What follows belongs to an exercise in optimizing a design on an open flow for small area, a short achievable clock period and few clock cycles; a production flow would make more cautious choices.
RTL that was checked went through simulation tests only; none was proved equivalent to the original.

==> yarrow: inputs <==
Design psg_voice, start of the top module:
module psg_voice #(
    parameter NFRAMES = 16              
) (
    input  wire         clk,
    input  wire         rst,
    input  wire         cmd_valid,
    output wire         cmd_ready,
    input  wire [3:0]   cmd_op,
    input  wire [1:0]   cmd_ch,
    input  wire [7:0]   cmd_velocity,
    input  wire [31:0]  cmd_duration,
    input  wire [31:0]  cmd_adsr,       
    input  wire [7:0]   cmd_vol,
    input  wire [7:0]   cmd_pan,
    input  wire [47:0]  cmd_inc,
    input  wire [127:0] cmd_arg,
    output reg          rsp_valid,
    output reg  [1:0]   rsp_status,
    output reg          rsp_tick,
    output reg          smp_valid,
    input  wire         smp_ready,
    output reg          smp_last,
    output reg  signed [17:0] smp_left,
    output reg  signed [17:0] smp_right
);
Settings: LEC_CHECK=0, CAP_MARGIN=20, CORE_MARGIN=2, CORE_UTILIZATION=40, SLEW_MARGIN=20; clock period 18.0 ns.
run.sh (not shown) runs the stock make flow with config.mk's settings and CLKGATE_MAP_FILE= SYNTH_SCRIPT=/design/flow/synth_recipe.tcl, a recipe that flattens the netlist after the stock synthesis.
==> lagoon: changes against yarrow <==
--- a/flow/design.v
+++ b/flow/design.v
@@ -777,12 +777,11 @@
     localparam [1:0] P_LEFT = 2'd0, P_CENTER = 2'd1, P_RIGHT = 2'd2;
     localparam FW = $clog2(NFRAMES);
     reg          ready;                 
     reg          faulted;
     reg [FW-1:0] nleft;                 
-    reg          bmix;                  
-    reg [1:0]    bch;                   
+    reg [3:0]    bsel;                  
     reg          bpend;                 
     reg          bpend_mix;
     reg [1:0]    bpend_ch;
     reg          brsp;                  
     reg          q_valid;               
@@ -848,16 +847,16 @@
             add18 = x ^ {g[16:0], 1'b0};
         end
     endfunction
     wire out_free = !smp_valid || smp_ready;
     wire idle     = (nleft == {FW{1'b0}});            
-    wire       f_mix = !idle ? bmix : (bpend ? bpend_mix : (cmd_op == OP_MIX_BLOCK));
-    wire [1:0] f_ch  = !idle ? bch  : (bpend ? bpend_ch  : cmd_ch);
-    wire [3:0] f_sel = f_mix ? 4'b1111 : (4'b0001 << f_ch);
+    wire       acc_mix = run_blk && (cmd_op == OP_MIX_BLOCK);
+    wire [3:0] bmask   = bpend ? (bpend_mix ? 4'b1111 : (4'b0001 << bpend_ch)) : 4'b1111;
+    wire [3:0] f_sel   = !idle ? bsel : bmask;
     wire [3:0] fresh    = fr1;
-    wire       f_fresh  = f_mix ? (&fresh) : fresh[f_ch];
-    wire start     = (run_blk || bpend) && out_free && f_fresh;    
+    wire       f_fresh  = &(fresh | ~bmask);
+    wire start     = (acc_mix || bpend) && out_free && f_fresh;    
     wire cont      = !idle && smp_valid && smp_ready;              
     wire load      = start || cont;
     wire last_load = cont && (nleft == 1);
     wire spec_en   = (idle && !start) || last_load;
     wire [7:0]  nv_o [0:3];
@@ -954,15 +953,10 @@
     wire [17:0] w1 = evw[1] ? (dwx << 1) : 18'd0;
     wire [17:0] w2 = evw[2] ? (dwx << 2) : 18'd0;
     wire [17:0] w3 = evw[3] ? (dwx << 3) : 18'd0;
     wire [17:0] w4 = evw[4] ? (dwx << 4) : 18'd0;
     wire [17:0] w5 = evw[5] ? (dwx << 5) : 18'd0;
-    wire [35:0] wa = csa(w0, w1, w2);
-    wire [35:0] wb = csa(w3, w4, w5);
-    wire [35:0] wc = csa(wa[17:0], wa[35:18], wb[17:0]);
-    wire [35:0] wd = csa(wc[17:0], wc[35:18], wb[35:18]);
-    wire [17:0] wt = add18(wd[17:0], wd[35:18]);
     function [17:0] side(input [3:0] gg, input [17:0] a0, input [17:0] a1, input [17:0] a3,
                          input [17:0] x0, input [17:0] x1, input [17:0] x2,
                          input [17:0] x3, input [17:0] x4, input [17:0] x5);
         reg [17:0] b0, b1, b3, y0, y1, y2, y3, y4, y5;
         reg [35:0] c1, c2, c3, c4, c5, c6, c7;
@@ -984,23 +978,12 @@
             c6 = csa(c4[17:0], c4[35:18], c5[17:0]);
             c7 = csa(c6[17:0], c6[35:18], c5[35:18]);
             side = add18(c7[17:0], c7[35:18]);
         end
     endfunction
-    wire [17:0] all_l = side(gl, t0, t1, t3, w0, w1, w2, w3, w4, w5);
-    wire [17:0] all_r = side(gr, t0, t1, t3, w0, w1, w2, w3, w4, w5);
-    reg [17:0] one_l, one_r;
-    always @* begin
-        case (f_ch)
-            2'd0:    begin one_l = gl[0] ? t0 : 18'd0; one_r = gr[0] ? t0 : 18'd0; end
-            2'd1:    begin one_l = gl[1] ? t1 : 18'd0; one_r = gr[1] ? t1 : 18'd0; end
-            2'd2:    begin one_l = gl[2] ? wt : 18'd0; one_r = gr[2] ? wt : 18'd0; end
-            default: begin one_l = gl[3] ? t3 : 18'd0; one_r = gr[3] ? t3 : 18'd0; end
-        endcase
-    end
-    wire [17:0] mix_l = f_mix ? all_l : one_l;
-    wire [17:0] mix_r = f_mix ? all_r : one_r;
+    wire [17:0] mix_l = side(gl & f_sel, t0, t1, t3, w0, w1, w2, w3, w4, w5);
+    wire [17:0] mix_r = side(gr & f_sel, t0, t1, t3, w0, w1, w2, w3, w4, w5);
     wire last_out = smp_valid && smp_ready && idle && smp_last;   
     reg       n_q_valid, n_brsp, n_v2, n_v3, n_bpend;
     reg [FW-1:0] n_nleft;
     always @* begin
         n_nleft = nleft;
@@ -1068,14 +1051,12 @@
         end
         if (run_blk && !start) begin
             bpend_mix <= (cmd_op == OP_MIX_BLOCK);
             bpend_ch  <= cmd_ch;
         end
-        if (start) begin
-            bmix <= f_mix;
-            bch  <= f_ch;
-        end
+        if (start)
+            bsel <= f_sel;
         if (load) begin
             smp_left  <= mix_l;
             smp_right <= mix_r;
         end
         if (vol_go) begin
==> flow/config.mk (replaced) <==
export PLATFORM = sky130hd
export DESIGN_NAME = psg_voice
export DESIGN_NICKNAME = psg_voice
export VERILOG_FILES = /design/flow/design.v
export SDC_FILE = /design/flow/constraint.sdc
export NUM_CORES = 4
export LEC_CHECK = 0
export ABC_CLOCK_PERIOD_IN_PS = 4000
export CAP_MARGIN = 40
export CORE_MARGIN = 2
export CORE_UTILIZATION = 40
export SETUP_SLACK_MARGIN = 5
export SLEW_MARGIN = 40
==> comparison <==
yarrow completed with no timing, DRC or antenna violations. lagoon produced a clean layout. In lagoon the global-route usage is lower than in yarrow, by 1.3 points. In lagoon the via count is lower than in yarrow, by 5.7%. Clock skew: lagoon is higher than yarrow (0.014 ns). Of yarrow and lagoon, lagoon has the higher non-clock buffer count (gap 10). Against yarrow, the design area of lagoon is smaller by about 3%.
Testbench counts of yarrow, summed over its fixed seeds: cycles 56,884.
No functional check of the RTL was part of lagoon.

## port drivers added, routing unchanged
In the flow no input, the clock included, has a driving cell. The finished layouts below were timed again as built, in two steps. Step 1 sets driving cells, clkbuf_16 on the clock port and buf_2 on the other inputs (assumed; they add their load-dependent delay and slew). Step 2 moves the port delays by t, midway between the first and last clock arrival at a register: inputs arrive t later, outputs are due t later. That takes back most of the time a late clock gives input paths. a / b / c = ideal / step 1 / step 2; a / b = the first two.
| run | shift t [ns] | slack for setup (ns) | hold slack, ns | latest minus earliest clock arrival (ns) |
|---|---|---|---|---|
| yarrow | 0.827 | 8.598 / 8.670 / 7.843 | 0.451 / 0.451 / 0.451 | 0.048 / 0.048 |
| lagoon | 0.832 | 9.410 / 9.410 / 8.656 | 0.453 / 0.453 / 0.453 | 0.061 / 0.062 |
After both steps every run listed still meets setup and hold. The setup slack of yarrow, which loses most, moves by +0.072 ns with the drivers and by -0.755 ns with both steps.
